Context: an optimization exercise on an open-source flow, tuned for small area, a short achievable clock period and few clock cycles. The choices shown serve that exercise and are no tape-out recipe.
Function was checked by simulation only, so behaviour that the tests miss may differ from the original.

==> design.v <==
module gr_hue (
    input  wire [7:0] h,
    output reg  [7:0] a0,
    output reg  [7:0] b0,
    output reg  [1:0] grp
);
    always @(*) begin
        case (h)
            8'd0: begin a0 = 8'd255; b0 = 8'd0; end
            8'd1: begin a0 = 8'd253; b0 = 8'd2; end
            8'd2: begin a0 = 8'd250; b0 = 8'd5; end
            8'd3: begin a0 = 8'd248; b0 = 8'd7; end
            8'd4: begin a0 = 8'd245; b0 = 8'd10; end
            8'd5: begin a0 = 8'd242; b0 = 8'd13; end
            8'd6: begin a0 = 8'd240; b0 = 8'd15; end
            8'd7: begin a0 = 8'd237; b0 = 8'd18; end
            8'd8: begin a0 = 8'd234; b0 = 8'd21; end
            8'd9: begin a0 = 8'd232; b0 = 8'd23; end
            8'd10: begin a0 = 8'd229; b0 = 8'd26; end
            8'd11: begin a0 = 8'd226; b0 = 8'd29; end
            8'd12: begin a0 = 8'd224; b0 = 8'd31; end
            8'd13: begin a0 = 8'd221; b0 = 8'd34; end
            8'd14: begin a0 = 8'd218; b0 = 8'd37; end
            8'd15: begin a0 = 8'd216; b0 = 8'd39; end
            8'd16: begin a0 = 8'd213; b0 = 8'd42; end
            8'd17: begin a0 = 8'd210; b0 = 8'd45; end
            8'd18: begin a0 = 8'd208; b0 = 8'd47; end
            8'd19: begin a0 = 8'd205; b0 = 8'd50; end
            8'd20: begin a0 = 8'd202; b0 = 8'd53; end
            8'd21: begin a0 = 8'd200; b0 = 8'd55; end
            8'd22: begin a0 = 8'd197; b0 = 8'd58; end
            8'd23: begin a0 = 8'd194; b0 = 8'd61; end
            8'd24: begin a0 = 8'd192; b0 = 8'd63; end
            8'd25: begin a0 = 8'd189; b0 = 8'd66; end
            8'd26: begin a0 = 8'd186; b0 = 8'd69; end
            8'd27: begin a0 = 8'd184; b0 = 8'd71; end
            8'd28: begin a0 = 8'd181; b0 = 8'd74; end
            8'd29: begin a0 = 8'd178; b0 = 8'd77; end
            8'd30: begin a0 = 8'd176; b0 = 8'd79; end
            8'd31: begin a0 = 8'd173; b0 = 8'd82; end
            8'd32: begin a0 = 8'd171; b0 = 8'd85; end
            8'd33: begin a0 = 8'd171; b0 = 8'd87; end
            8'd34: begin a0 = 8'd171; b0 = 8'd90; end
            8'd35: begin a0 = 8'd171; b0 = 8'd92; end
            8'd36: begin a0 = 8'd171; b0 = 8'd95; end
            8'd37: begin a0 = 8'd171; b0 = 8'd98; end
            8'd38: begin a0 = 8'd171; b0 = 8'd100; end
            8'd39: begin a0 = 8'd171; b0 = 8'd103; end
            8'd40: begin a0 = 8'd171; b0 = 8'd106; end
            8'd41: begin a0 = 8'd171; b0 = 8'd108; end
            8'd42: begin a0 = 8'd171; b0 = 8'd111; end
            8'd43: begin a0 = 8'd171; b0 = 8'd114; end
            8'd44: begin a0 = 8'd171; b0 = 8'd116; end
            8'd45: begin a0 = 8'd171; b0 = 8'd119; end
            8'd46: begin a0 = 8'd171; b0 = 8'd122; end
            8'd47: begin a0 = 8'd171; b0 = 8'd124; end
            8'd48: begin a0 = 8'd171; b0 = 8'd127; end
            8'd49: begin a0 = 8'd171; b0 = 8'd130; end
            8'd50: begin a0 = 8'd171; b0 = 8'd132; end
            8'd51: begin a0 = 8'd171; b0 = 8'd135; end
            8'd52: begin a0 = 8'd171; b0 = 8'd138; end
            8'd53: begin a0 = 8'd171; b0 = 8'd140; end
            8'd54: begin a0 = 8'd171; b0 = 8'd143; end
            8'd55: begin a0 = 8'd171; b0 = 8'd146; end
            8'd56: begin a0 = 8'd171; b0 = 8'd148; end
            8'd57: begin a0 = 8'd171; b0 = 8'd151; end
            8'd58: begin a0 = 8'd171; b0 = 8'd154; end
            8'd59: begin a0 = 8'd171; b0 = 8'd156; end
            8'd60: begin a0 = 8'd171; b0 = 8'd159; end
            8'd61: begin a0 = 8'd171; b0 = 8'd162; end
            8'd62: begin a0 = 8'd171; b0 = 8'd164; end
            8'd63: begin a0 = 8'd171; b0 = 8'd167; end
            8'd64: begin a0 = 8'd171; b0 = 8'd170; end
            8'd65: begin a0 = 8'd166; b0 = 8'd172; end
            8'd66: begin a0 = 8'd161; b0 = 8'd175; end
            8'd67: begin a0 = 8'd156; b0 = 8'd177; end
            8'd68: begin a0 = 8'd150; b0 = 8'd180; end
            8'd69: begin a0 = 8'd145; b0 = 8'd183; end
            8'd70: begin a0 = 8'd140; b0 = 8'd185; end
            8'd71: begin a0 = 8'd134; b0 = 8'd188; end
            8'd72: begin a0 = 8'd129; b0 = 8'd191; end
            8'd73: begin a0 = 8'd124; b0 = 8'd193; end
            8'd74: begin a0 = 8'd118; b0 = 8'd196; end
            8'd75: begin a0 = 8'd113; b0 = 8'd199; end
            8'd76: begin a0 = 8'd108; b0 = 8'd201; end
            8'd77: begin a0 = 8'd102; b0 = 8'd204; end
            8'd78: begin a0 = 8'd97; b0 = 8'd207; end
            8'd79: begin a0 = 8'd92; b0 = 8'd209; end
            8'd80: begin a0 = 8'd86; b0 = 8'd212; end
            8'd81: begin a0 = 8'd81; b0 = 8'd215; end
            8'd82: begin a0 = 8'd76; b0 = 8'd217; end
            8'd83: begin a0 = 8'd71; b0 = 8'd220; end
            8'd84: begin a0 = 8'd65; b0 = 8'd223; end
            8'd85: begin a0 = 8'd60; b0 = 8'd225; end
            8'd86: begin a0 = 8'd55; b0 = 8'd228; end
            8'd87: begin a0 = 8'd49; b0 = 8'd231; end
            8'd88: begin a0 = 8'd44; b0 = 8'd233; end
            8'd89: begin a0 = 8'd39; b0 = 8'd236; end
            8'd90: begin a0 = 8'd33; b0 = 8'd239; end
            8'd91: begin a0 = 8'd28; b0 = 8'd241; end
            8'd92: begin a0 = 8'd23; b0 = 8'd244; end
            8'd93: begin a0 = 8'd17; b0 = 8'd247; end
            8'd94: begin a0 = 8'd12; b0 = 8'd249; end
            8'd95: begin a0 = 8'd7; b0 = 8'd252; end
            8'd96: begin a0 = 8'd255; b0 = 8'd0; end
            8'd97: begin a0 = 8'd253; b0 = 8'd2; end
            8'd98: begin a0 = 8'd250; b0 = 8'd5; end
            8'd99: begin a0 = 8'd248; b0 = 8'd7; end
            8'd100: begin a0 = 8'd245; b0 = 8'd10; end
            8'd101: begin a0 = 8'd242; b0 = 8'd13; end
            8'd102: begin a0 = 8'd240; b0 = 8'd15; end
            8'd103: begin a0 = 8'd237; b0 = 8'd18; end
            8'd104: begin a0 = 8'd234; b0 = 8'd21; end
            8'd105: begin a0 = 8'd232; b0 = 8'd23; end
            8'd106: begin a0 = 8'd229; b0 = 8'd26; end
            8'd107: begin a0 = 8'd226; b0 = 8'd29; end
            8'd108: begin a0 = 8'd224; b0 = 8'd31; end
            8'd109: begin a0 = 8'd221; b0 = 8'd34; end
            8'd110: begin a0 = 8'd218; b0 = 8'd37; end
            8'd111: begin a0 = 8'd216; b0 = 8'd39; end
            8'd112: begin a0 = 8'd213; b0 = 8'd42; end
            8'd113: begin a0 = 8'd210; b0 = 8'd45; end
            8'd114: begin a0 = 8'd208; b0 = 8'd47; end
            8'd115: begin a0 = 8'd205; b0 = 8'd50; end
            8'd116: begin a0 = 8'd202; b0 = 8'd53; end
            8'd117: begin a0 = 8'd200; b0 = 8'd55; end
            8'd118: begin a0 = 8'd197; b0 = 8'd58; end
            8'd119: begin a0 = 8'd194; b0 = 8'd61; end
            8'd120: begin a0 = 8'd192; b0 = 8'd63; end
            8'd121: begin a0 = 8'd189; b0 = 8'd66; end
            8'd122: begin a0 = 8'd186; b0 = 8'd69; end
            8'd123: begin a0 = 8'd184; b0 = 8'd71; end
            8'd124: begin a0 = 8'd181; b0 = 8'd74; end
            8'd125: begin a0 = 8'd178; b0 = 8'd77; end
            8'd126: begin a0 = 8'd176; b0 = 8'd79; end
            8'd127: begin a0 = 8'd173; b0 = 8'd82; end
            8'd128: begin a0 = 8'd171; b0 = 8'd85; end
            8'd129: begin a0 = 8'd166; b0 = 8'd90; end
            8'd130: begin a0 = 8'd161; b0 = 8'd95; end
            8'd131: begin a0 = 8'd156; b0 = 8'd100; end
            8'd132: begin a0 = 8'd150; b0 = 8'd106; end
            8'd133: begin a0 = 8'd145; b0 = 8'd111; end
            8'd134: begin a0 = 8'd140; b0 = 8'd116; end
            8'd135: begin a0 = 8'd134; b0 = 8'd122; end
            8'd136: begin a0 = 8'd129; b0 = 8'd127; end
            8'd137: begin a0 = 8'd124; b0 = 8'd132; end
            8'd138: begin a0 = 8'd118; b0 = 8'd138; end
            8'd139: begin a0 = 8'd113; b0 = 8'd143; end
            8'd140: begin a0 = 8'd108; b0 = 8'd148; end
            8'd141: begin a0 = 8'd102; b0 = 8'd154; end
            8'd142: begin a0 = 8'd97; b0 = 8'd159; end
            8'd143: begin a0 = 8'd92; b0 = 8'd164; end
            8'd144: begin a0 = 8'd86; b0 = 8'd170; end
            8'd145: begin a0 = 8'd81; b0 = 8'd175; end
            8'd146: begin a0 = 8'd76; b0 = 8'd180; end
            8'd147: begin a0 = 8'd71; b0 = 8'd185; end
            8'd148: begin a0 = 8'd65; b0 = 8'd191; end
            8'd149: begin a0 = 8'd60; b0 = 8'd196; end
            8'd150: begin a0 = 8'd55; b0 = 8'd201; end
            8'd151: begin a0 = 8'd49; b0 = 8'd207; end
            8'd152: begin a0 = 8'd44; b0 = 8'd212; end
            8'd153: begin a0 = 8'd39; b0 = 8'd217; end
            8'd154: begin a0 = 8'd33; b0 = 8'd223; end
            8'd155: begin a0 = 8'd28; b0 = 8'd228; end
            8'd156: begin a0 = 8'd23; b0 = 8'd233; end
            8'd157: begin a0 = 8'd17; b0 = 8'd239; end
            8'd158: begin a0 = 8'd12; b0 = 8'd244; end
            8'd159: begin a0 = 8'd7; b0 = 8'd249; end
            8'd160: begin a0 = 8'd0; b0 = 8'd255; end
            8'd161: begin a0 = 8'd2; b0 = 8'd253; end
            8'd162: begin a0 = 8'd5; b0 = 8'd250; end
            8'd163: begin a0 = 8'd7; b0 = 8'd248; end
            8'd164: begin a0 = 8'd10; b0 = 8'd245; end
            8'd165: begin a0 = 8'd13; b0 = 8'd242; end
            8'd166: begin a0 = 8'd15; b0 = 8'd240; end
            8'd167: begin a0 = 8'd18; b0 = 8'd237; end
            8'd168: begin a0 = 8'd21; b0 = 8'd234; end
            8'd169: begin a0 = 8'd23; b0 = 8'd232; end
            8'd170: begin a0 = 8'd26; b0 = 8'd229; end
            8'd171: begin a0 = 8'd29; b0 = 8'd226; end
            8'd172: begin a0 = 8'd31; b0 = 8'd224; end
            8'd173: begin a0 = 8'd34; b0 = 8'd221; end
            8'd174: begin a0 = 8'd37; b0 = 8'd218; end
            8'd175: begin a0 = 8'd39; b0 = 8'd216; end
            8'd176: begin a0 = 8'd42; b0 = 8'd213; end
            8'd177: begin a0 = 8'd45; b0 = 8'd210; end
            8'd178: begin a0 = 8'd47; b0 = 8'd208; end
            8'd179: begin a0 = 8'd50; b0 = 8'd205; end
            8'd180: begin a0 = 8'd53; b0 = 8'd202; end
            8'd181: begin a0 = 8'd55; b0 = 8'd200; end
            8'd182: begin a0 = 8'd58; b0 = 8'd197; end
            8'd183: begin a0 = 8'd61; b0 = 8'd194; end
            8'd184: begin a0 = 8'd63; b0 = 8'd192; end
            8'd185: begin a0 = 8'd66; b0 = 8'd189; end
            8'd186: begin a0 = 8'd69; b0 = 8'd186; end
            8'd187: begin a0 = 8'd71; b0 = 8'd184; end
            8'd188: begin a0 = 8'd74; b0 = 8'd181; end
            8'd189: begin a0 = 8'd77; b0 = 8'd178; end
            8'd190: begin a0 = 8'd79; b0 = 8'd176; end
            8'd191: begin a0 = 8'd82; b0 = 8'd173; end
            8'd192: begin a0 = 8'd85; b0 = 8'd171; end
            8'd193: begin a0 = 8'd87; b0 = 8'd169; end
            8'd194: begin a0 = 8'd90; b0 = 8'd166; end
            8'd195: begin a0 = 8'd92; b0 = 8'd164; end
            8'd196: begin a0 = 8'd95; b0 = 8'd161; end
            8'd197: begin a0 = 8'd98; b0 = 8'd158; end
            8'd198: begin a0 = 8'd100; b0 = 8'd156; end
            8'd199: begin a0 = 8'd103; b0 = 8'd153; end
            8'd200: begin a0 = 8'd106; b0 = 8'd150; end
            8'd201: begin a0 = 8'd108; b0 = 8'd148; end
            8'd202: begin a0 = 8'd111; b0 = 8'd145; end
            8'd203: begin a0 = 8'd114; b0 = 8'd142; end
            8'd204: begin a0 = 8'd116; b0 = 8'd140; end
            8'd205: begin a0 = 8'd119; b0 = 8'd137; end
            8'd206: begin a0 = 8'd122; b0 = 8'd134; end
            8'd207: begin a0 = 8'd124; b0 = 8'd132; end
            8'd208: begin a0 = 8'd127; b0 = 8'd129; end
            8'd209: begin a0 = 8'd130; b0 = 8'd126; end
            8'd210: begin a0 = 8'd132; b0 = 8'd124; end
            8'd211: begin a0 = 8'd135; b0 = 8'd121; end
            8'd212: begin a0 = 8'd138; b0 = 8'd118; end
            8'd213: begin a0 = 8'd140; b0 = 8'd116; end
            8'd214: begin a0 = 8'd143; b0 = 8'd113; end
            8'd215: begin a0 = 8'd146; b0 = 8'd110; end
            8'd216: begin a0 = 8'd148; b0 = 8'd108; end
            8'd217: begin a0 = 8'd151; b0 = 8'd105; end
            8'd218: begin a0 = 8'd154; b0 = 8'd102; end
            8'd219: begin a0 = 8'd156; b0 = 8'd100; end
            8'd220: begin a0 = 8'd159; b0 = 8'd97; end
            8'd221: begin a0 = 8'd162; b0 = 8'd94; end
            8'd222: begin a0 = 8'd164; b0 = 8'd92; end
            8'd223: begin a0 = 8'd167; b0 = 8'd89; end
            8'd224: begin a0 = 8'd170; b0 = 8'd85; end
            8'd225: begin a0 = 8'd172; b0 = 8'd83; end
            8'd226: begin a0 = 8'd175; b0 = 8'd80; end
            8'd227: begin a0 = 8'd177; b0 = 8'd78; end
            8'd228: begin a0 = 8'd180; b0 = 8'd75; end
            8'd229: begin a0 = 8'd183; b0 = 8'd72; end
            8'd230: begin a0 = 8'd185; b0 = 8'd70; end
            8'd231: begin a0 = 8'd188; b0 = 8'd67; end
            8'd232: begin a0 = 8'd191; b0 = 8'd64; end
            8'd233: begin a0 = 8'd193; b0 = 8'd62; end
            8'd234: begin a0 = 8'd196; b0 = 8'd59; end
            8'd235: begin a0 = 8'd199; b0 = 8'd56; end
            8'd236: begin a0 = 8'd201; b0 = 8'd54; end
            8'd237: begin a0 = 8'd204; b0 = 8'd51; end
            8'd238: begin a0 = 8'd207; b0 = 8'd48; end
            8'd239: begin a0 = 8'd209; b0 = 8'd46; end
            8'd240: begin a0 = 8'd212; b0 = 8'd43; end
            8'd241: begin a0 = 8'd215; b0 = 8'd40; end
            8'd242: begin a0 = 8'd217; b0 = 8'd38; end
            8'd243: begin a0 = 8'd220; b0 = 8'd35; end
            8'd244: begin a0 = 8'd223; b0 = 8'd32; end
            8'd245: begin a0 = 8'd225; b0 = 8'd30; end
            8'd246: begin a0 = 8'd228; b0 = 8'd27; end
            8'd247: begin a0 = 8'd231; b0 = 8'd24; end
            8'd248: begin a0 = 8'd233; b0 = 8'd22; end
            8'd249: begin a0 = 8'd236; b0 = 8'd19; end
            8'd250: begin a0 = 8'd239; b0 = 8'd16; end
            8'd251: begin a0 = 8'd241; b0 = 8'd14; end
            8'd252: begin a0 = 8'd244; b0 = 8'd11; end
            8'd253: begin a0 = 8'd247; b0 = 8'd8; end
            8'd254: begin a0 = 8'd249; b0 = 8'd6; end
            8'd255: begin a0 = 8'd252; b0 = 8'd3; end
            default: begin a0 = 8'd0; b0 = 8'd0; end
        endcase
        grp = (h[7:5] <= 3'd2) ? 2'd0 : (h[7:5] <= 3'd4) ? 2'd1 : 2'd2;
    end
endmodule
module gr_sat (
    input  wire [7:0] a0,
    input  wire [7:0] b0,
    input  wire [1:0] grp,
    input  wire [7:0] s,
    output reg  [7:0] r1,
    output reg  [7:0] g1,
    output reg  [7:0] b1
);
    wire s0   = (s == 8'd0);
    wire s255 = (s == 8'd255);
    wire [7:0] am, bm;
    gr_sat_mul u_a (.c(a0), .s(s), .y(am));
    gr_sat_mul u_b (.c(b0), .s(s), .y(bm));
    wire       ka = s255 && a0 == 8'd0;
    wire       kb = s255 && b0 == 8'd0;
    wire [7:0] ns = 8'd0 - s;
    wire [7:0] a1 = {am[7:1] | {7{s0}}, (am[0] & !ka) | s0};
    wire [7:0] c1 = {bm[7:1] | {7{s0}}, (bm[0] & !kb) | s0};
    wire [7:0] z1 = {ns[7:1] | {7{s0}}, (ns[0] & !s255) | s0};
    always @(*) begin
        case (grp)
            2'd0:    begin r1 = a1; g1 = c1; b1 = z1; end
            2'd1:    begin r1 = z1; g1 = a1; b1 = c1; end
            default: begin r1 = a1; g1 = z1; b1 = c1; end
        endcase
    end
endmodule
module gr_val (
    input  wire [7:0] c,
    input  wire [7:0] v,
    output wire [7:0] y
);
    wire [7:0] m;
    gr_val_mul u_m (.c(c), .v(v), .y(m));
    wire kill = (v == 8'd0) || (v == 8'd255 && c == 8'd0);
    assign y = {m[7:1], m[0] & !kill};
endmodule
module gr_sat_mul (input wire [7:0] c, input wire [7:0] s, output wire [7:0] y);
    wire t_1 = (c[0] & s[6]) ^ (c[1] & s[5]);
    wire t_2 = (c[0] & s[6]) & (c[1] & s[5]);
    wire t_3 = (c[0] & s[7]) ^ (c[1] & s[6]) ^ (c[2] & s[5]);
    wire t_4 = ((c[0] & s[7]) & (c[1] & s[6])) | ((c[0] & s[7]) & (c[2] & s[5])) | ((c[1] & s[6]) & (c[2] & s[5]));
    wire t_5 = (c[3] & s[4]) ^ (c[4] & s[3]);
    wire t_6 = (c[3] & s[4]) & (c[4] & s[3]);
    wire t_7 = (c[1] & s[7]) ^ (c[2] & s[6]) ^ (c[3] & s[5]);
    wire t_8 = ((c[1] & s[7]) & (c[2] & s[6])) | ((c[1] & s[7]) & (c[3] & s[5])) | ((c[2] & s[6]) & (c[3] & s[5]));
    wire t_9 = (c[4] & s[4]) ^ (c[5] & s[3]) ^ (c[6] & s[2]);
    wire t_10 = ((c[4] & s[4]) & (c[5] & s[3])) | ((c[4] & s[4]) & (c[6] & s[2])) | ((c[5] & s[3]) & (c[6] & s[2]));
    wire t_11 = (c[7] & s[1]) ^ (~s[0]);
    wire t_12 = (c[7] & s[1]) & (~s[0]);
    wire t_13 = (c[2] & s[7]) ^ (c[3] & s[6]) ^ (c[4] & s[5]);
    wire t_14 = ((c[2] & s[7]) & (c[3] & s[6])) | ((c[2] & s[7]) & (c[4] & s[5])) | ((c[3] & s[6]) & (c[4] & s[5]));
    wire t_15 = (c[5] & s[4]) ^ (c[6] & s[3]) ^ (c[7] & s[2]);
    wire t_16 = ((c[5] & s[4]) & (c[6] & s[3])) | ((c[5] & s[4]) & (c[7] & s[2])) | ((c[6] & s[3]) & (c[7] & s[2]));
    wire t_17 = (c[3] & s[7]) ^ (c[4] & s[6]) ^ (c[5] & s[5]);
    wire t_18 = ((c[3] & s[7]) & (c[4] & s[6])) | ((c[3] & s[7]) & (c[5] & s[5])) | ((c[4] & s[6]) & (c[5] & s[5]));
    wire t_19 = (c[0] & s[4]) ^ (c[1] & s[3]);
    wire t_20 = (c[0] & s[4]) & (c[1] & s[3]);
    wire t_21 = (c[0] & s[5]) ^ (c[1] & s[4]) ^ (c[2] & s[3]);
    wire t_22 = ((c[0] & s[5]) & (c[1] & s[4])) | ((c[0] & s[5]) & (c[2] & s[3])) | ((c[1] & s[4]) & (c[2] & s[3]));
    wire t_23 = (c[3] & s[2]) ^ (c[4] & s[1]);
    wire t_24 = (c[3] & s[2]) & (c[4] & s[1]);
    wire t_25 = t_1 ^ (c[2] & s[4]) ^ (c[3] & s[3]);
    wire t_26 = (t_1 & (c[2] & s[4])) | (t_1 & (c[3] & s[3])) | ((c[2] & s[4]) & (c[3] & s[3]));
    wire t_27 = (c[4] & s[2]) ^ (c[5] & s[1]) ^ (c[6] & s[0]);
    wire t_28 = ((c[4] & s[2]) & (c[5] & s[1])) | ((c[4] & s[2]) & (c[6] & s[0])) | ((c[5] & s[1]) & (c[6] & s[0]));
    wire t_29 = t_3 ^ t_5 ^ (c[5] & s[2]);
    wire t_30 = (t_3 & t_5) | (t_3 & (c[5] & s[2])) | (t_5 & (c[5] & s[2]));
    wire t_31 = (c[6] & s[1]) ^ (c[7] & s[0]) ^ t_2;
    wire t_32 = ((c[6] & s[1]) & (c[7] & s[0])) | ((c[6] & s[1]) & t_2) | ((c[7] & s[0]) & t_2);
    wire t_33 = t_7 ^ t_9 ^ t_11;
    wire t_34 = (t_7 & t_9) | (t_7 & t_11) | (t_9 & t_11);
    wire t_35 = 1'b1 ^ t_4 ^ t_6;
    wire t_36 = (1'b1 & t_4) | (1'b1 & t_6) | (t_4 & t_6);
    wire t_37 = t_13 ^ t_15 ^ (~s[1]);
    wire t_38 = (t_13 & t_15) | (t_13 & (~s[1])) | (t_15 & (~s[1]));
    wire t_39 = t_8 ^ t_10 ^ t_12;
    wire t_40 = (t_8 & t_10) | (t_8 & t_12) | (t_10 & t_12);
    wire t_41 = t_17 ^ (c[6] & s[4]) ^ (c[7] & s[3]);
    wire t_42 = (t_17 & (c[6] & s[4])) | (t_17 & (c[7] & s[3])) | ((c[6] & s[4]) & (c[7] & s[3]));
    wire t_43 = (~s[2]) ^ t_14 ^ t_16;
    wire t_44 = ((~s[2]) & t_14) | ((~s[2]) & t_16) | (t_14 & t_16);
    wire t_45 = (c[4] & s[7]) ^ (c[5] & s[6]) ^ (c[6] & s[5]);
    wire t_46 = ((c[4] & s[7]) & (c[5] & s[6])) | ((c[4] & s[7]) & (c[6] & s[5])) | ((c[5] & s[6]) & (c[6] & s[5]));
    wire t_47 = (c[7] & s[4]) ^ (~s[3]) ^ t_18;
    wire t_48 = ((c[7] & s[4]) & (~s[3])) | ((c[7] & s[4]) & t_18) | ((~s[3]) & t_18);
    wire t_49 = (c[5] & s[7]) ^ (c[6] & s[6]) ^ (c[7] & s[5]);
    wire t_50 = ((c[5] & s[7]) & (c[6] & s[6])) | ((c[5] & s[7]) & (c[7] & s[5])) | ((c[6] & s[6]) & (c[7] & s[5]));
    wire t_51 = (c[0] & s[3]) ^ (c[1] & s[2]);
    wire t_52 = (c[0] & s[3]) & (c[1] & s[2]);
    wire t_53 = t_19 ^ (c[2] & s[2]) ^ (c[3] & s[1]);
    wire t_54 = (t_19 & (c[2] & s[2])) | (t_19 & (c[3] & s[1])) | ((c[2] & s[2]) & (c[3] & s[1]));
    wire t_55 = t_21 ^ t_23 ^ (c[5] & s[0]);
    wire t_56 = (t_21 & t_23) | (t_21 & (c[5] & s[0])) | (t_23 & (c[5] & s[0]));
    wire t_57 = t_25 ^ t_27 ^ t_22;
    wire t_58 = (t_25 & t_27) | (t_25 & t_22) | (t_27 & t_22);
    wire t_59 = t_29 ^ t_31 ^ t_26;
    wire t_60 = (t_29 & t_31) | (t_29 & t_26) | (t_31 & t_26);
    wire t_61 = t_33 ^ t_35 ^ t_30;
    wire t_62 = (t_33 & t_35) | (t_33 & t_30) | (t_35 & t_30);
    wire t_63 = t_37 ^ t_39 ^ t_34;
    wire t_64 = (t_37 & t_39) | (t_37 & t_34) | (t_39 & t_34);
    wire t_65 = t_41 ^ t_43 ^ t_38;
    wire t_66 = (t_41 & t_43) | (t_41 & t_38) | (t_43 & t_38);
    wire t_67 = t_45 ^ t_47 ^ t_42;
    wire t_68 = (t_45 & t_47) | (t_45 & t_42) | (t_47 & t_42);
    wire t_69 = t_49 ^ (~s[4]) ^ t_46;
    wire t_70 = (t_49 & (~s[4])) | (t_49 & t_46) | ((~s[4]) & t_46);
    wire t_71 = (c[6] & s[7]) ^ (c[7] & s[6]) ^ (~s[5]);
    wire t_72 = ((c[6] & s[7]) & (c[7] & s[6])) | ((c[6] & s[7]) & (~s[5])) | ((c[7] & s[6]) & (~s[5]));
    wire t_73 = (c[0] & s[2]) ^ (c[1] & s[1]);
    wire t_74 = (c[0] & s[2]) & (c[1] & s[1]);
    wire t_75 = t_51 ^ (c[2] & s[1]) ^ (c[3] & s[0]);
    wire t_76 = (t_51 & (c[2] & s[1])) | (t_51 & (c[3] & s[0])) | ((c[2] & s[1]) & (c[3] & s[0]));
    wire t_77 = t_53 ^ (c[4] & s[0]) ^ t_52;
    wire t_78 = (t_53 & (c[4] & s[0])) | (t_53 & t_52) | ((c[4] & s[0]) & t_52);
    wire t_79 = t_55 ^ t_20 ^ t_54;
    wire t_80 = (t_55 & t_20) | (t_55 & t_54) | (t_20 & t_54);
    wire t_81 = t_57 ^ t_24 ^ t_56;
    wire t_82 = (t_57 & t_24) | (t_57 & t_56) | (t_24 & t_56);
    wire t_83 = t_59 ^ t_28 ^ t_58;
    wire t_84 = (t_59 & t_28) | (t_59 & t_58) | (t_28 & t_58);
    wire t_85 = t_61 ^ t_32 ^ t_60;
    wire t_86 = (t_61 & t_32) | (t_61 & t_60) | (t_32 & t_60);
    wire t_87 = t_63 ^ t_36 ^ t_62;
    wire t_88 = (t_63 & t_36) | (t_63 & t_62) | (t_36 & t_62);
    wire t_89 = t_65 ^ t_40 ^ t_64;
    wire t_90 = (t_65 & t_40) | (t_65 & t_64) | (t_40 & t_64);
    wire t_91 = t_67 ^ t_44 ^ t_66;
    wire t_92 = (t_67 & t_44) | (t_67 & t_66) | (t_44 & t_66);
    wire t_93 = t_69 ^ t_48 ^ t_68;
    wire t_94 = (t_69 & t_48) | (t_69 & t_68) | (t_48 & t_68);
    wire t_95 = t_71 ^ t_50 ^ t_70;
    wire t_96 = (t_71 & t_50) | (t_71 & t_70) | (t_50 & t_70);
    wire t_97 = (c[7] & s[7]) ^ (~s[6]) ^ t_72;
    wire t_98 = ((c[7] & s[7]) & (~s[6])) | ((c[7] & s[7]) & t_72) | ((~s[6]) & t_72);
    wire [15:0] t_99 = {(~s[7]), t_97, t_95, t_93, t_91, t_89, t_87, t_85, t_83, t_81, t_79, t_77, t_75, t_73, (c[0] & s[1]), (c[0] & s[0])};
    wire [15:0] t_100 = {t_98, t_96, t_94, t_92, t_90, t_88, t_86, t_84, t_82, t_80, t_78, t_76, t_74, (c[2] & s[0]), (c[1] & s[0]), 1'b0};
    wire [15:0] t_101 = t_99 + t_100;
    assign y = {t_101[15], t_101[14], t_101[13], t_101[12], t_101[11], t_101[10], t_101[9], t_101[8]};
endmodule
module gr_val_mul (input wire [7:0] c, input wire [7:0] v, output wire [7:0] y);
    wire t_1 = (c[0] & v[6]) ^ (c[1] & v[5]);
    wire t_2 = (c[0] & v[6]) & (c[1] & v[5]);
    wire t_3 = (c[0] & v[7]) ^ (c[1] & v[6]) ^ (c[2] & v[5]);
    wire t_4 = ((c[0] & v[7]) & (c[1] & v[6])) | ((c[0] & v[7]) & (c[2] & v[5])) | ((c[1] & v[6]) & (c[2] & v[5]));
    wire t_5 = (c[3] & v[4]) ^ (c[4] & v[3]);
    wire t_6 = (c[3] & v[4]) & (c[4] & v[3]);
    wire t_7 = (c[1] & v[7]) ^ (c[2] & v[6]) ^ (c[3] & v[5]);
    wire t_8 = ((c[1] & v[7]) & (c[2] & v[6])) | ((c[1] & v[7]) & (c[3] & v[5])) | ((c[2] & v[6]) & (c[3] & v[5]));
    wire t_9 = (c[4] & v[4]) ^ (c[5] & v[3]) ^ (c[6] & v[2]);
    wire t_10 = ((c[4] & v[4]) & (c[5] & v[3])) | ((c[4] & v[4]) & (c[6] & v[2])) | ((c[5] & v[3]) & (c[6] & v[2]));
    wire t_11 = (c[2] & v[7]) ^ (c[3] & v[6]) ^ (c[4] & v[5]);
    wire t_12 = ((c[2] & v[7]) & (c[3] & v[6])) | ((c[2] & v[7]) & (c[4] & v[5])) | ((c[3] & v[6]) & (c[4] & v[5]));
    wire t_13 = (c[0] & v[4]) ^ (c[1] & v[3]);
    wire t_14 = (c[0] & v[4]) & (c[1] & v[3]);
    wire t_15 = (c[0] & v[5]) ^ (c[1] & v[4]) ^ (c[2] & v[3]);
    wire t_16 = ((c[0] & v[5]) & (c[1] & v[4])) | ((c[0] & v[5]) & (c[2] & v[3])) | ((c[1] & v[4]) & (c[2] & v[3]));
    wire t_17 = (c[3] & v[2]) ^ (c[4] & v[1]);
    wire t_18 = (c[3] & v[2]) & (c[4] & v[1]);
    wire t_19 = t_1 ^ (c[2] & v[4]) ^ (c[3] & v[3]);
    wire t_20 = (t_1 & (c[2] & v[4])) | (t_1 & (c[3] & v[3])) | ((c[2] & v[4]) & (c[3] & v[3]));
    wire t_21 = (c[4] & v[2]) ^ (c[5] & v[1]) ^ (c[6] & v[0]);
    wire t_22 = ((c[4] & v[2]) & (c[5] & v[1])) | ((c[4] & v[2]) & (c[6] & v[0])) | ((c[5] & v[1]) & (c[6] & v[0]));
    wire t_23 = t_3 ^ t_5 ^ (c[5] & v[2]);
    wire t_24 = (t_3 & t_5) | (t_3 & (c[5] & v[2])) | (t_5 & (c[5] & v[2]));
    wire t_25 = (c[6] & v[1]) ^ (c[7] & v[0]) ^ t_2;
    wire t_26 = ((c[6] & v[1]) & (c[7] & v[0])) | ((c[6] & v[1]) & t_2) | ((c[7] & v[0]) & t_2);
    wire t_27 = t_7 ^ t_9 ^ (c[7] & v[1]);
    wire t_28 = (t_7 & t_9) | (t_7 & (c[7] & v[1])) | (t_9 & (c[7] & v[1]));
    wire t_29 = 1'b1 ^ t_4 ^ t_6;
    wire t_30 = (1'b1 & t_4) | (1'b1 & t_6) | (t_4 & t_6);
    wire t_31 = t_11 ^ (c[5] & v[4]) ^ (c[6] & v[3]);
    wire t_32 = (t_11 & (c[5] & v[4])) | (t_11 & (c[6] & v[3])) | ((c[5] & v[4]) & (c[6] & v[3]));
    wire t_33 = (c[7] & v[2]) ^ t_8 ^ t_10;
    wire t_34 = ((c[7] & v[2]) & t_8) | ((c[7] & v[2]) & t_10) | (t_8 & t_10);
    wire t_35 = (c[3] & v[7]) ^ (c[4] & v[6]) ^ (c[5] & v[5]);
    wire t_36 = ((c[3] & v[7]) & (c[4] & v[6])) | ((c[3] & v[7]) & (c[5] & v[5])) | ((c[4] & v[6]) & (c[5] & v[5]));
    wire t_37 = (c[6] & v[4]) ^ (c[7] & v[3]) ^ t_12;
    wire t_38 = ((c[6] & v[4]) & (c[7] & v[3])) | ((c[6] & v[4]) & t_12) | ((c[7] & v[3]) & t_12);
    wire t_39 = (c[4] & v[7]) ^ (c[5] & v[6]) ^ (c[6] & v[5]);
    wire t_40 = ((c[4] & v[7]) & (c[5] & v[6])) | ((c[4] & v[7]) & (c[6] & v[5])) | ((c[5] & v[6]) & (c[6] & v[5]));
    wire t_41 = (c[0] & v[3]) ^ (c[1] & v[2]);
    wire t_42 = (c[0] & v[3]) & (c[1] & v[2]);
    wire t_43 = t_13 ^ (c[2] & v[2]) ^ (c[3] & v[1]);
    wire t_44 = (t_13 & (c[2] & v[2])) | (t_13 & (c[3] & v[1])) | ((c[2] & v[2]) & (c[3] & v[1]));
    wire t_45 = t_15 ^ t_17 ^ (c[5] & v[0]);
    wire t_46 = (t_15 & t_17) | (t_15 & (c[5] & v[0])) | (t_17 & (c[5] & v[0]));
    wire t_47 = t_19 ^ t_21 ^ t_16;
    wire t_48 = (t_19 & t_21) | (t_19 & t_16) | (t_21 & t_16);
    wire t_49 = t_23 ^ t_25 ^ t_20;
    wire t_50 = (t_23 & t_25) | (t_23 & t_20) | (t_25 & t_20);
    wire t_51 = t_27 ^ t_29 ^ t_24;
    wire t_52 = (t_27 & t_29) | (t_27 & t_24) | (t_29 & t_24);
    wire t_53 = t_31 ^ t_33 ^ t_28;
    wire t_54 = (t_31 & t_33) | (t_31 & t_28) | (t_33 & t_28);
    wire t_55 = t_35 ^ t_37 ^ t_32;
    wire t_56 = (t_35 & t_37) | (t_35 & t_32) | (t_37 & t_32);
    wire t_57 = t_39 ^ (c[7] & v[4]) ^ t_36;
    wire t_58 = (t_39 & (c[7] & v[4])) | (t_39 & t_36) | ((c[7] & v[4]) & t_36);
    wire t_59 = (c[5] & v[7]) ^ (c[6] & v[6]) ^ (c[7] & v[5]);
    wire t_60 = ((c[5] & v[7]) & (c[6] & v[6])) | ((c[5] & v[7]) & (c[7] & v[5])) | ((c[6] & v[6]) & (c[7] & v[5]));
    wire t_61 = (c[0] & v[2]) ^ (c[1] & v[1]);
    wire t_62 = (c[0] & v[2]) & (c[1] & v[1]);
    wire t_63 = t_41 ^ (c[2] & v[1]) ^ (c[3] & v[0]);
    wire t_64 = (t_41 & (c[2] & v[1])) | (t_41 & (c[3] & v[0])) | ((c[2] & v[1]) & (c[3] & v[0]));
    wire t_65 = t_43 ^ (c[4] & v[0]) ^ t_42;
    wire t_66 = (t_43 & (c[4] & v[0])) | (t_43 & t_42) | ((c[4] & v[0]) & t_42);
    wire t_67 = t_45 ^ t_14 ^ t_44;
    wire t_68 = (t_45 & t_14) | (t_45 & t_44) | (t_14 & t_44);
    wire t_69 = t_47 ^ t_18 ^ t_46;
    wire t_70 = (t_47 & t_18) | (t_47 & t_46) | (t_18 & t_46);
    wire t_71 = t_49 ^ t_22 ^ t_48;
    wire t_72 = (t_49 & t_22) | (t_49 & t_48) | (t_22 & t_48);
    wire t_73 = t_51 ^ t_26 ^ t_50;
    wire t_74 = (t_51 & t_26) | (t_51 & t_50) | (t_26 & t_50);
    wire t_75 = t_53 ^ t_30 ^ t_52;
    wire t_76 = (t_53 & t_30) | (t_53 & t_52) | (t_30 & t_52);
    wire t_77 = t_55 ^ t_34 ^ t_54;
    wire t_78 = (t_55 & t_34) | (t_55 & t_54) | (t_34 & t_54);
    wire t_79 = t_57 ^ t_38 ^ t_56;
    wire t_80 = (t_57 & t_38) | (t_57 & t_56) | (t_38 & t_56);
    wire t_81 = t_59 ^ t_40 ^ t_58;
    wire t_82 = (t_59 & t_40) | (t_59 & t_58) | (t_40 & t_58);
    wire t_83 = (c[6] & v[7]) ^ (c[7] & v[6]) ^ t_60;
    wire t_84 = ((c[6] & v[7]) & (c[7] & v[6])) | ((c[6] & v[7]) & t_60) | ((c[7] & v[6]) & t_60);
    wire [15:0] t_85 = {1'b0, (c[7] & v[7]), t_83, t_81, t_79, t_77, t_75, t_73, t_71, t_69, t_67, t_65, t_63, t_61, (c[0] & v[1]), (c[0] & v[0])};
    wire [15:0] t_86 = {1'b0, t_84, t_82, t_80, t_78, t_76, t_74, t_72, t_70, t_68, t_66, t_64, t_62, (c[2] & v[0]), (c[1] & v[0]), 1'b0};
    wire [15:0] t_87 = t_85 + t_86;
    assign y = {t_87[15], t_87[14], t_87[13], t_87[12], t_87[11], t_87[10], t_87[9], t_87[8]};
endmodule
module hsv2rgb_stream (
    input  wire        clk,
    input  wire        rst,         
    input  wire        in_valid,
    output wire        in_ready,
    input  wire [23:0] in_hsv,      
    output reg         out_valid,
    input  wire        out_ready,
    output wire [31:0] out_rgba     
);
    reg sk_valid;
    wire en = !sk_valid;
    assign in_ready = en;
    wire [7:0] a0, b0;
    wire [1:0] grp;
    gr_hue u_hue (.h(in_hsv[23:16]), .a0(a0), .b0(b0), .grp(grp));
    reg        v1;
    reg [7:0]  a0_q, b0_q, s_q, v1_q;
    reg [1:0]  grp_q;
    always @(posedge clk) begin
        if (rst)
            v1 <= 1'b0;
        else if (en)
            v1 <= in_valid;
        if (en) begin
            a0_q <= a0; b0_q <= b0; grp_q <= grp;
            s_q  <= in_hsv[15:8]; v1_q <= in_hsv[7:0];
        end
    end
    wire [7:0] r1, g1, b1;
    gr_sat u_sat (.a0(a0_q), .b0(b0_q), .grp(grp_q), .s(s_q), .r1(r1), .g1(g1), .b1(b1));
    reg        v2;
    reg [7:0]  r1_q, g1_q, b1_q, v2_q;
    always @(posedge clk) begin
        if (rst)
            v2 <= 1'b0;
        else if (en)
            v2 <= v1;
        if (en) begin
            r1_q <= r1; g1_q <= g1; b1_q <= b1; v2_q <= v1_q;
        end
    end
    wire [23:0] rgb;
    gr_val u_val_r (.c(r1_q), .v(v2_q), .y(rgb[23:16]));
    gr_val u_val_g (.c(g1_q), .v(v2_q), .y(rgb[15:8]));
    gr_val u_val_b (.c(b1_q), .v(v2_q), .y(rgb[7:0]));
    wire push     = v2 && en;                   
    wire out_free = !out_valid || out_ready;    
    reg  [23:0] sk_rgb, out_rgb;
    always @(posedge clk) begin
        if (rst) begin
            out_valid <= 1'b0;
            sk_valid  <= 1'b0;
        end else begin
            if (out_free)
                out_valid <= sk_valid || push;
            sk_valid <= sk_valid ? !out_free : (push && !out_free);
        end
        if (out_free)
            out_rgb <= sk_valid ? sk_rgb : rgb;
        if (!sk_valid)
            sk_rgb <= rgb;
    end
    assign out_rgba = {out_rgb, 8'hFF};
endmodule
==> flow/run.sh <==
#!/bin/bash
# The standard layout, with: port buffers made of buf_2 cells; clock tree from
# clkbuf_4/clkbuf_8 with larger sink clusters and no dummy loads; repair_timing
# aiming for 12.3 ns of setup slack (at the design's clock period and constraints).
set -euo pipefail
bash standard.sh \
  "BUFFER_PORTS_ARGS=-buffer_cell sky130_fd_sc_hd__buf_2" \
  "CTS_ARGS=-sink_clustering_enable -repair_clock_nets -buf_list {sky130_fd_sc_hd__clkbuf_4 sky130_fd_sc_hd__clkbuf_8} -sink_clustering_size 30 -sink_clustering_max_diameter 80 -dont_use_dummy_load" \
  SETUP_SLACK_MARGIN=12.3 finish > standard_flow.log 2>&1
==> standard.sh <==
#!/bin/bash
# synth_recipe.tcl (not shown) runs the flow's synth.tcl, then flattens the netlist and writes it again
# the make line also repeats each setting of config.mk as NAME=value (left out here)
make -C /OpenROAD-flow-scripts/flow DESIGN_CONFIG=/design/flow/config.mk WORK_HOME=/design/flow/orfs CLKGATE_MAP_FILE= SYNTH_SCRIPT=/design/flow/synth_recipe.tcl "${@:-finish}"
==> config.mk <==
export PLATFORM = sky130hd
export DESIGN_NAME = hsv2rgb_stream
export DESIGN_NICKNAME = hsv2rgb_stream
export VERILOG_FILES = /design/flow/design.v
export SDC_FILE = /design/flow/constraint.sdc
export NUM_CORES = 4
export LEC_CHECK = 0
export CAP_MARGIN = 5
export CORE_MARGIN = 2
export CORE_UTILIZATION = 65
export CTS_BUF_LIST = sky130_fd_sc_hd__clkbuf_4 sky130_fd_sc_hd__clkbuf_8
export PLACE_DENSITY = 0.75
export SLEW_MARGIN = 5
export TNS_END_PERCENT = 0
==> constraint.sdc <==
create_clock -name core_clock -period 17.0 [get_ports {clk}]
set_input_delay 3.4000 -clock core_clock [delete_from_list [all_inputs] [get_ports {clk}]]
set_output_delay 3.4000 -clock core_clock [all_outputs]
set_load 0.01 [all_outputs]
==> flow_summary.yaml, run 1 <==
worst_hold_path:
  hold_path_class: "flip-flop to flip-flop"
sta:
  tns_ps: 0
  tightest_slew_ps: 816.1
  setup-violations-final: 0
  fin_hold_ws_ps: 395.7
  drv_slew: 0
  fin_skew_ps: 38.88
  fin_crit_sh_pct: 29.93
  finalCriticalPeriod_ps: 5087
  fmax_mhz: 196.6
  rsz0062_at_grt: "true"
  hold_violations: 0
  relSlewSlack_pct: 45.59
yosys:
  postSynthCellCount: 1699
  ys_seq_elements: 118
  synthesis.area_mm2: 0.01543
  ys_seq_area_share_pct: 21.14
  avgSynthCellArea_um2: 9.083
  synth_ff_type: "edfxtp_1"
  yosys_warnings: 3
  ys_async_sr_fraction_pct: 0
  synth-edff-count: 90
  ys_types: 89
run:
  maxCapViolations: 0
grt:
  grt_max_degree: 66
  grt-ovfl-total: 0
  grt_pass1_vias: 12110
  grt_pass1_wl_um: 58970
  antenna_found_initial: 0
  track_usage_pct: 30.09
placement:
  placedCellCount: 1984
  port_buffers: 53
  gp_congestion: 0.9219
  post-dp-hpwl_um: 25180
clocking:
  htree_levels: 4
  max-clock-path-buffers: 2
  numClockSinks: 118
  clk_pin_slew_worst_paths_ps: 90
  root_buffer: "clkbuf_8"
  cts_buffers: 17
  postCtsHoldBufs: 0
  clock_latency_ps: 450
  cts_tree: "yes"
worst_setup_path:
  arrival_ps: 5390
  worstSetupPathType: "input pin to flip-flop"
  worstPathRequired_ps: 17300
  path_cells: "buf_12, clkinvlp_4, buf_12, ha_4, mux2_4, mux2_4, nor2_4, a21oi_4, buf_4, mux4_2, a21oi_2"
  cp_slowest_stage_delay_ps: 460
  start_kind: "input pin"
  crit_path_end_kind: "flip-flop"
  slowest_stage: "mux4_2"
  cp_max_fo: 4
floorplan:
  start_util_pct: 65.94
  coreArea_mm2: 0.02340
  ios: 62
  rows: 56
  die_h_um: 158.1
  die_w_um: 158.1
  die_area_mm2: 0.02499
drt:
  routedWlPerCell_um: 17.37
  drt_iter0_drc: 882
  via_per_inst: 5.870
  final_antenna_net_count: 0
  first_pass_iters: 5
  vias: 12120
  totalWireLength_um: 35880
  drc: 0
cells_and_area:
  stdcell_count: 2065
  fin_util_pct: 71.89
  antenna_cells: 0
  fin_nets: 2075
  nFillCells: 1852
  final_common_cell: "inv_1"
  layout-drive-gt1-share_pct: 12.71
  final_cell_mix: "233 x inv_1, 209 x nand2_1, 192 x and2_1, 187 x fa_1, 101 x ha_1"
  area_delta_synth_final_pct: 9.015
outcome:
  status: "finished clean"
-- state kept, by name (all words and copies together) (netlist names), 2 cells and up --
register / cells
a0_q: 8
b0_q: 8
b1_q: 8
g1_q: 8
grp_q: 2
out_rgb: 24
r1_q: 8
s_q: 8
sk_rgb: 24
v1_q: 8
v2_q: 8
-- final cells by class --
cell class / count / area [um^2] / area share [%]
clock buffers: 17 / 234.0 / 1.391
inverters: 238 / 904.6 / 5.377
multi-input cells: 1249 / 11070 / 65.83
flip-flops and latches: 118 / 3264 / 19.40
well taps: 319 / 399.1 / 2.372
repair buffers: 123 / 942.2 / 5.600
repair inverters: 1 / 5.005 / 0.02975
-- critical path, delay by kind of cell --
kind,cells,cell delay [ps]
buffers and inverters,4,520
and+or+nand+nor,1,100
muxes,3,1030
AOI/OAI and AO/OA,2,170
adders and majority gates,1,160
-- stage by stage --
| stage | worst slack [ps] | instance area (um^2) |
|---|---|---|
| 6_report | 11910 | 16820 |
| 5_1_grt | 11880 | 16820 |
| 4_1_cts | 11930 | 16440 |
| 3_5_place_dp | 10990 | 15710 |
| 3_3_place_gp | 11000 | 15710 |
| 2_1_floorplan | 11700 | 15480 |
-- synthesized netlist by cell type (4+ instances only) --
library cell  instances  area, um^2
buf_6                 5       56.30
and2_1              194        1214
a21boi_0              4       30.03
a211oi_1             11       82.58
o21a_1               13       97.59
nor2_1               59       221.5
a21oi_1              65       325.3
a221oi_1              4       35.03
ha_1                112        1401
a22oi_1               9       67.56
xor2_1               14       122.6
o21bai_1              7       52.55
nor4_1               14       87.58
nor3b_1               7       52.55
clkbuf_1             67       251.5
inv_1               237       889.6
buf_1                 5       18.77
o21ai_0              62       310.3
dfxtp_1              28       560.5
nor3_1               20       100.1
nor2b_1              13       81.33
or3_1                 6       37.54
mux2i_1              20       200.2
xnor2_1              16       140.1
a21o_1                8       60.06
buf_2                10       50.05
mux4_2                7       157.7
a211o_1               4       35.03
o211ai_1             16       120.1
nand3_1              19       95.09
nand2_1             209       784.5
mux2_2                5       56.30
and3_1                9       56.30
fa_1                187        3744
or4_1                 4       30.03
nand4_1               7       43.79
nand2b_1             15       93.84
o31ai_1              12       90.09
a21oi_2               6       52.55
edfxtp_1             90        2703
a31oi_1              13       81.33
buf_4                13       97.59
o22ai_1               5       31.28
o21ai_1               5       25.02
-- kinds of logic (layout without fill, tap and decap cells) --
| group | after synthesis | count (layout) | share of synthesized area (%) |
|---|---|---|---|
| buffers and inverters | 339 | 379 | 8.959 |
| AO/OA/AOI/OAI | 281 | 281 | 12.06 |
| AND/OR/NAND/NOR | 596 | 596 | 19.79 |
| XOR/XNOR | 31 | 31 | 1.808 |
| other | 1 | 8 | 0.02430 |
| flip-flops | 118 | 118 | 21.14 |
| adder cells (fa/ha/maj) | 299 | 299 | 33.34 |
| multiplexers | 34 | 34 | 2.870 |
-- metal layers --
metal / vias to the layer above / part of all wire [%] / wire, um / global-route usage [%]
li1: 5675 / - / - / -
met3: 81 / 5.4 / 1920 / 4.517
met1: 5999 / 41 / 14870 / 37.99
met2: 366 / 50 / 18090 / 52.82
met4: 0 / 2.8 / 1003 / 10.60
met5: - / 0 / 0 / 0
-- final timing paths --
| kind | slack, ps | end | start | cells past startpoint |
|---|---|---|---|---|
| max | 11910 | a0_q[2]$_DFFE_PN_ | in_hsv[17] | 11 |
| min | 400 | v2_q[1]$_DFFE_PN_ | v1_q[1]$_DFFE_PN_ | 0 |
| max reg2reg | 12040 | g1_q[4]$_DFFE_PN_ | s_q[5]$_DFFE_PN_ | 16 |
| min reg2reg | 400 | v2_q[1]$_DFFE_PN_ | v1_q[1]$_DFFE_PN_ | 0 |
-- what timing repair did --
item	CTS	global route
endpoints found under the setup margin	82	74
pin swaps	4	15
cloned	1	0
gates resized for setup	31	44
setup buffers	44	19
Testbench counts, summed over its fixed seeds: cycles 32,024.
==> run 2: changes to the inputs <==
==> flow/run.sh (replaced) <==
#!/bin/bash
# The standard layout, with: port buffers made of buf_2 cells; clock tree from
# clkbuf_4/clkbuf_8 with larger sink clusters and no dummy loads; repair_timing
# aiming for 12.6 ns of setup slack (at the design's clock period and constraints).
set -euo pipefail
bash standard.sh \
  "BUFFER_PORTS_ARGS=-buffer_cell sky130_fd_sc_hd__buf_2" \
  "CTS_ARGS=-sink_clustering_enable -repair_clock_nets -buf_list {sky130_fd_sc_hd__clkbuf_4 sky130_fd_sc_hd__clkbuf_8} -sink_clustering_size 30 -sink_clustering_max_diameter 80 -dont_use_dummy_load" \
  SETUP_SLACK_MARGIN=12.6 finish > standard_flow.log 2>&1
==> flow_summary.yaml, run 2 <==
outcome:
  status: "finished clean"
sta:
  tns_ps: 0
  relSlewSlack_pct: 45.59
  drv_slew: 0
  fmax_mhz: 196.6
  fin_crit_sh_pct: 29.93
  setup-violations-final: 0
  finalCriticalPeriod_ps: 5087
  tightest_slew_ps: 816.1
  fin_skew_ps: 38.88
  rsz0062_at_grt: "true"
  hold_violations: 0
  fin_hold_ws_ps: 395.7
drt:
  wl_met2_um: 18090
  wl_met3_um: 1920
  routedLengthMet1_um: 14870
  totalWireLength_um: 35880
  first_pass_iters: 5
  vias: 12120
  final_antenna_net_count: 0
  top_layer_used: "met4"
  routedWlPerCell_um: 17.37
  drc: 0
  via_per_inst: 5.870
  drt_iter0_drc: 882
run:
  maxCapViolations: 0
worst_setup_path:
  cp_max_fo: 4
  regToRegSetupSlack_ps: 12040
  crit_path_end_kind: "flip-flop"
  worstSetupPathType: "input pin to flip-flop"
  worstReg2RegEnd: "g1_q[4]$_DFFE_PN_"
  reg2reg_depth: 16
  startpoint: "in_hsv[17]"
  crit_end: "a0_q[2]$_DFFE_PN_"
  rr_startpoint: "s_q[5]$_DFFE_PN_"
  worstPathRequired_ps: 17300
  start_kind: "input pin"
  arrival_ps: 5390
yosys:
  postSynthCellCount: 1699
  synth-edff-count: 90
  avgSynthCellArea_um2: 9.083
  ys_types: 89
  ys_seq_area_share_pct: 21.14
  synth_area_leaders: "fa_1 24%, edfxtp_1 18%, ha_1 9.1%"
  synthesis.area_mm2: 0.01543
  synth_ff_type: "edfxtp_1"
  synth_top_cell_area_share_pct: 24.26
  ys_seq_elements: 118
  yosysTopAreaCell: "fa_1"
  ys_async_sr_fraction_pct: 0
  yosys_warnings: 3
  yosysMostFrequentCell: "inv_1"
  synthTopCellsByCount: "237 x inv_1, 209 x nand2_1, 194 x and2_1"
cells_and_area:
  antenna_cells: 0
  layout-drive-gt1-share_pct: 12.71
  fin_nets: 2075
  nFillCells: 1852
  stdcell_count: 2065
  regArea_mm2: 0.003264
  top_regs: "out_rgb (24), sk_rgb (24)"
  area_delta_synth_final_pct: 9.015
  final_common_cell: "inv_1"
  final_cell_mix: "233 x inv_1, 209 x nand2_1, 192 x and2_1, 187 x fa_1, 101 x ha_1"
  fin_util_pct: 71.89
  multiInputGateArea_mm2: 0.01107
grt:
  track_usage_pct: 30.09
  antenna_found_initial: 0
  grt_pass1_vias: 12110
  grt-ovfl-total: 0
  grt_pass1_wl_um: 58970
  grt_max_degree: 66
clocking:
  max-clock-path-buffers: 2
  clock_latency_ps: 450
  cts_buffers: 17
  clk_pin_slew_worst_paths_ps: 90
  root_buffer: "clkbuf_8"
  cts_tree: "yes"
  htree_levels: 4
  numClockSinks: 118
  postCtsHoldBufs: 0
placement:
  port_buffers: 53
  post-dp-hpwl_um: 25180
  gp_congestion: 0.9219
  placedCellCount: 1984
worst_hold_path:
  hold_path_class: "flip-flop to flip-flop"
floorplan:
  rows: 56
  die_area_mm2: 0.02499
  start_util_pct: 65.94
  die_w_um: 158.1
  coreArea_mm2: 0.02340
  die_h_um: 158.1
  ios: 62
==> run 2: cell counts in the layout (fill, tap and decap cells not counted) <==
Identical to the previous run, type by type.
==> run 2: routing by layer <==
metal / up-vias / track usage (%)
met3: 81 / 4.517
met5: - / 0
met2: 366 / 52.82
met1: 5999 / 37.99
met4: 0 / 10.60
li1: 5675 / -
==> run 2: critical path, stage by stage <==
cell	delay [ps]
buf_12	80
clkinvlp_4	130
buf_12	160
ha_4	160
mux2_4	280
mux2_4	290
nor2_4	100
a21oi_4	50
buf_4	150
mux4_2	460
a21oi_2	120
==> run 2: logic make-up after synthesis <==
logic type / share of synthesized area, %
xor+xnor: 1.808
other cells: 0.02430
buf+inv: 8.959
flops: 21.14
simple gates: 19.79
fa+ha+maj: 33.34
mux: 2.870
compound gates: 12.06
==> run 2: worst min path at each step <==
stage                           start           endpoint  cells past startpoint  slack [ps]
floorplan           v1_q[0]$_DFFE_PN_  v2_q[0]$_DFFE_PN_                      0         400
global placement    v1_q[4]$_DFFE_PN_  v2_q[4]$_DFFE_PN_                      0         400
detailed placement  v1_q[1]$_DFFE_PN_  v2_q[1]$_DFFE_PN_                      0         400
CTS                 v1_q[1]$_DFFE_PN_  v2_q[1]$_DFFE_PN_                      0         400
global route        v1_q[1]$_DFFE_PN_  v2_q[1]$_DFFE_PN_                      0         410
finish              v1_q[1]$_DFFE_PN_  v2_q[1]$_DFFE_PN_                      0         400
==> run 2: final cells by class <==
type	count	area share, %
Clock buffer	17	1.391
Inverter	238	5.377
Multi-Input combinational cell	1249	65.83
Sequential cell	118	19.40
Tap cell	319	2.372
Timing Repair Buffer	123	5.600
Timing Repair inverter	1	0.02975
==> run 2: what timing repair did <==
item	CTS	global route
pin swaps	4	15
gates resized for setup	31	44
cloned	1	0
setup endpoints to repair	88	99
buffers inserted	44	19
==> run 2: stage by stage <==
step | area [um^2] | worst slack (ps)
2_1_floorplan | 15480 | 11700
3_5_place_dp | 15710 | 10990
4_1_cts | 16440 | 11930
5_1_grt | 16820 | 11880
3_3_place_gp | 15710 | 11000
6_report | 16820 | 11910
==> run 3: changes to the inputs <==
==> flow/run.sh (replaced) <==
#!/bin/bash
# The standard layout, with: port buffers made of buf_2 cells; clock tree from
# clkbuf_4/clkbuf_8 with larger sink clusters and no dummy loads; repair_timing
# aiming for 11.5 ns of setup slack (at the design's clock period and constraints).
set -euo pipefail
bash standard.sh \
  "BUFFER_PORTS_ARGS=-buffer_cell sky130_fd_sc_hd__buf_2" \
  "CTS_ARGS=-sink_clustering_enable -repair_clock_nets -buf_list {sky130_fd_sc_hd__clkbuf_4 sky130_fd_sc_hd__clkbuf_8} -sink_clustering_size 30 -sink_clustering_max_diameter 80 -dont_use_dummy_load" \
  SETUP_SLACK_MARGIN=11.5 finish > standard_flow.log 2>&1
--- a/config.mk
+++ b/config.mk
@@ -13,2 +13 @@
 export SLEW_MARGIN = 5
-export TNS_END_PERCENT = 0
==> flow_summary.yaml, run 3 <==
cells_and_area:
  top_regs: "out_rgb (24), sk_rgb (24)"
  layout-drive-gt1-share_pct: 7.797
  antenna_cells: 0
  final_common_cell: "inv_1"
  fin_util_pct: 68.57
  area_delta_synth_final_pct: 3.989
  fin_nets: 2022
  final_cell_mix: "234 x inv_1, 209 x nand2_1, 194 x and2_1, 187 x fa_1, 111 x ha_1"
  nFillCells: 1921
floorplan:
  ios: 62
  coreArea_mm2: 0.02340
  die_area_mm2: 0.02499
  die_w_um: 158.1
  rows: 56
  start_util_pct: 65.94
  die_h_um: 158.1
placement:
  post-dp-hpwl_um: 24970
  gp_congestion: 0.9033
  port_buffers: 53
sta:
  hold_violations: 0
  tns_ps: 0
  fin_crit_sh_pct: 31.33
  setup-violations-final: 0
  fin_skew_ps: 34.09
  finalCriticalPeriod_ps: 5326
  drv_slew: 0
  tightest_slew_ps: 849.5
  rsz0062_at_grt: "true"
  fmax_mhz: 187.7
  relSlewSlack_pct: 43.37
yosys:
  avgSynthCellArea_um2: 9.083
  ys_seq_area_share_pct: 21.14
  synth_ff_type: "edfxtp_1"
  ys_async_sr_fraction_pct: 0
  synth-edff-count: 90
  ys_seq_elements: 118
  yosys_warnings: 3
  postSynthCellCount: 1699
  synth_area_leaders: "fa_1 24%, edfxtp_1 18%, ha_1 9.1%"
  synthesis.area_mm2: 0.01543
  ys_types: 89
  yosysTopAreaCell: "fa_1"
  yosysMostFrequentCell: "inv_1"
  synthTopCellsByCount: "237 x inv_1, 209 x nand2_1, 194 x and2_1"
  synth_top_cell_area_share_pct: 24.26
grt:
  grt_pass1_vias: 11660
  grt-ovfl-total: 0
  track_usage_pct: 28.74
  antenna_found_initial: 0
  grt_max_degree: 66
  grt_pass1_wl_um: 56810
outcome:
  status: "finished clean"
drt:
  drt_iter0_drc: 822
  totalWireLength_um: 34640
  drc: 0
  via_per_inst: 5.855
  final_antenna_net_count: 0
  vias: 11780
  routedWlPerCell_um: 17.22
  first_pass_iters: 5
worst_setup_path:
  worstPathRequired_ps: 17190
  crit_path_end_kind: "flip-flop"
  arrival_ps: 5510
  regToRegSetupSlack_ps: 11740
  worstReg2RegEnd: "g1_q[4]$_DFFE_PN_"
  start_kind: "input pin"
  rr_startpoint: "s_q[7]$_DFFE_PN_"
  worstSetupPathType: "input pin to flip-flop"
  reg2reg_depth: 15
  cp_max_fo: 7
clocking:
  numClockSinks: 118
  max-clock-path-buffers: 2
  clk_pin_slew_worst_paths_ps: 80
  clock_latency_ps: 460
  cts_tree: "yes"
  cts_buffers: 17
  root_buffer: "clkbuf_8"
  htree_levels: 4
worst_hold_path:
  whs_endpoint: "v2_q[6]$_DFFE_PN_"
  min_from: "v1_q[6]$_DFFE_PN_"
  hold_path_class: "flip-flop to flip-flop"
  holdPathStages: 0
run:
  maxCapViolations: 0
[run 3: cell counts after synthesis]
No cell type changed its count.
[run 3: logic make-up after synthesis]
kind of cell / after synthesis / share of synthesized area [%]
fa+ha+maj: 299 / 33.34
flops: 118 / 21.14
mux: 34 / 2.870
simple gates: 596 / 19.79
xor+xnor: 31 / 1.808
compound gates: 281 / 12.06
buf+inv: 339 / 8.959
other cells: 1 / 0.02430
[run 3: worst max-delay path by stage]
stage | startpoint | end | slack, ps | depth (start not counted)
floorplan | in_hsv[17] | a0_q[5]$_DFFE_PN_ | 11640 | 10
global placement | in_hsv[19] | b0_q[3]$_DFFE_PN_ | 10950 | 7
detailed placement | in_hsv[19] | a0_q[3]$_DFFE_PN_ | 10920 | 7
CTS | in_hsv[17] | a0_q[2]$_DFFE_PN_ | 11520 | 10
global route | v2_q[7]$_DFFE_PN_ | out_rgb[15]$_DFFE_PN_ | 11470 | 15
finish | in_hsv[16] | b0_q[1]$_DFFE_PN_ | 11670 | 10
[run 3: layout make-up]
| cell class | instances | area, um^2 | area share [%] |
|---|---|---|---|
| Tap cell | 319 | 399.1 | 2.487 |
| Multi-Input combinational cell | 1249 | 10820 | 67.45 |
| Sequential cell | 118 | 3264 | 20.34 |
| Timing Repair inverter | 1 | 5.005 | 0.03119 |
| Timing Repair Buffer | 70 | 424.2 | 2.643 |
| Inverter | 238 | 897.1 | 5.590 |
| Clock buffer | 17 | 234.0 | 1.458 |
[run 3: metrics by stage]
step / hold slack, ps / area, um^2 / instances / worst slack [ps]
2_1_floorplan: 400.3 / 15460 / 1706 / 11640
3_3_place_gp: 402.6 / 15700 / 1986 / 10950
3_5_place_dp: 406.3 / 15700 / 1986 / 10920
4_1_cts: 393.0 / 15940 / 2003 / 11520
5_1_grt: 395.0 / 16050 / 2012 / 11470
6_report: 397.4 / 16050 / 2012 / 11670
[run 3: repair_timing]
item / CTS / global route
setup buffers: 0 / 8
resized for setup: 1 / 6
endpoints found under the setup margin: 5 / 31
cloned: 0 / 1
pin swaps: 0 / 1
hold buffers: 0 / 0
[run 3: layer usage]
| metal | up-vias | part of all wire, % | track usage [%] |
|---|---|---|---|
| met4 | 0 | 2.5 | 9.266 |
| met2 | 340 | 50 | 49.57 |
| met5 | - | 0 | 0 |
| li1 | 5574 | - | - |
| met1 | 5807 | 42 | 37.24 |
| met3 | 60 | 5.4 | 4.544 |
[run 3: critical path, cell delays in order]
cell	delay [ps]
buf_2	140
inv_1	140
ha_2	340
or2_1	260
nand3_1	90
o21ai_0	110
a21oi_2	300
nor2_1	100
a21o_1	170
mux4_2	450

==> afterwards: timing with drivers on the ports <==
The results above use ideal ports. As a check the final layouts listed here were re-extracted and re-timed, cells and wires unchanged. Step 1, drivers: a clkbuf_16 drives clk and a buf_2 each remaining input, both assumed. Step 2 times the ports against the registers' clock, not the clock port: input delays grow and output delays shrink by t, the midpoint of the rising clock arrivals with the driver on. Slacks: ideal ports / drivers / drivers and shift; pairs: ideal ports / drivers.
run | t, ns | setup WS [ns] | worst hold slack (ns) | clock arrival spread, ns | pins driven straight from the clock port
run 1 | 0.478 | 11.913 / 11.893 / 11.415 | 0.396 / 0.396 / 0.396 | 0.041 / 0.041 | 1
run 2 | 0.478 | 11.913 / 11.893 / 11.415 | 0.396 / 0.396 / 0.396 | 0.041 / 0.041 | 1
run 3 | 0.483 | 11.674 / 11.696 / 11.213 | 0.397 / 0.397 / 0.397 | 0.037 / 0.037 | 1
After both steps setup and hold are still met in every run listed.
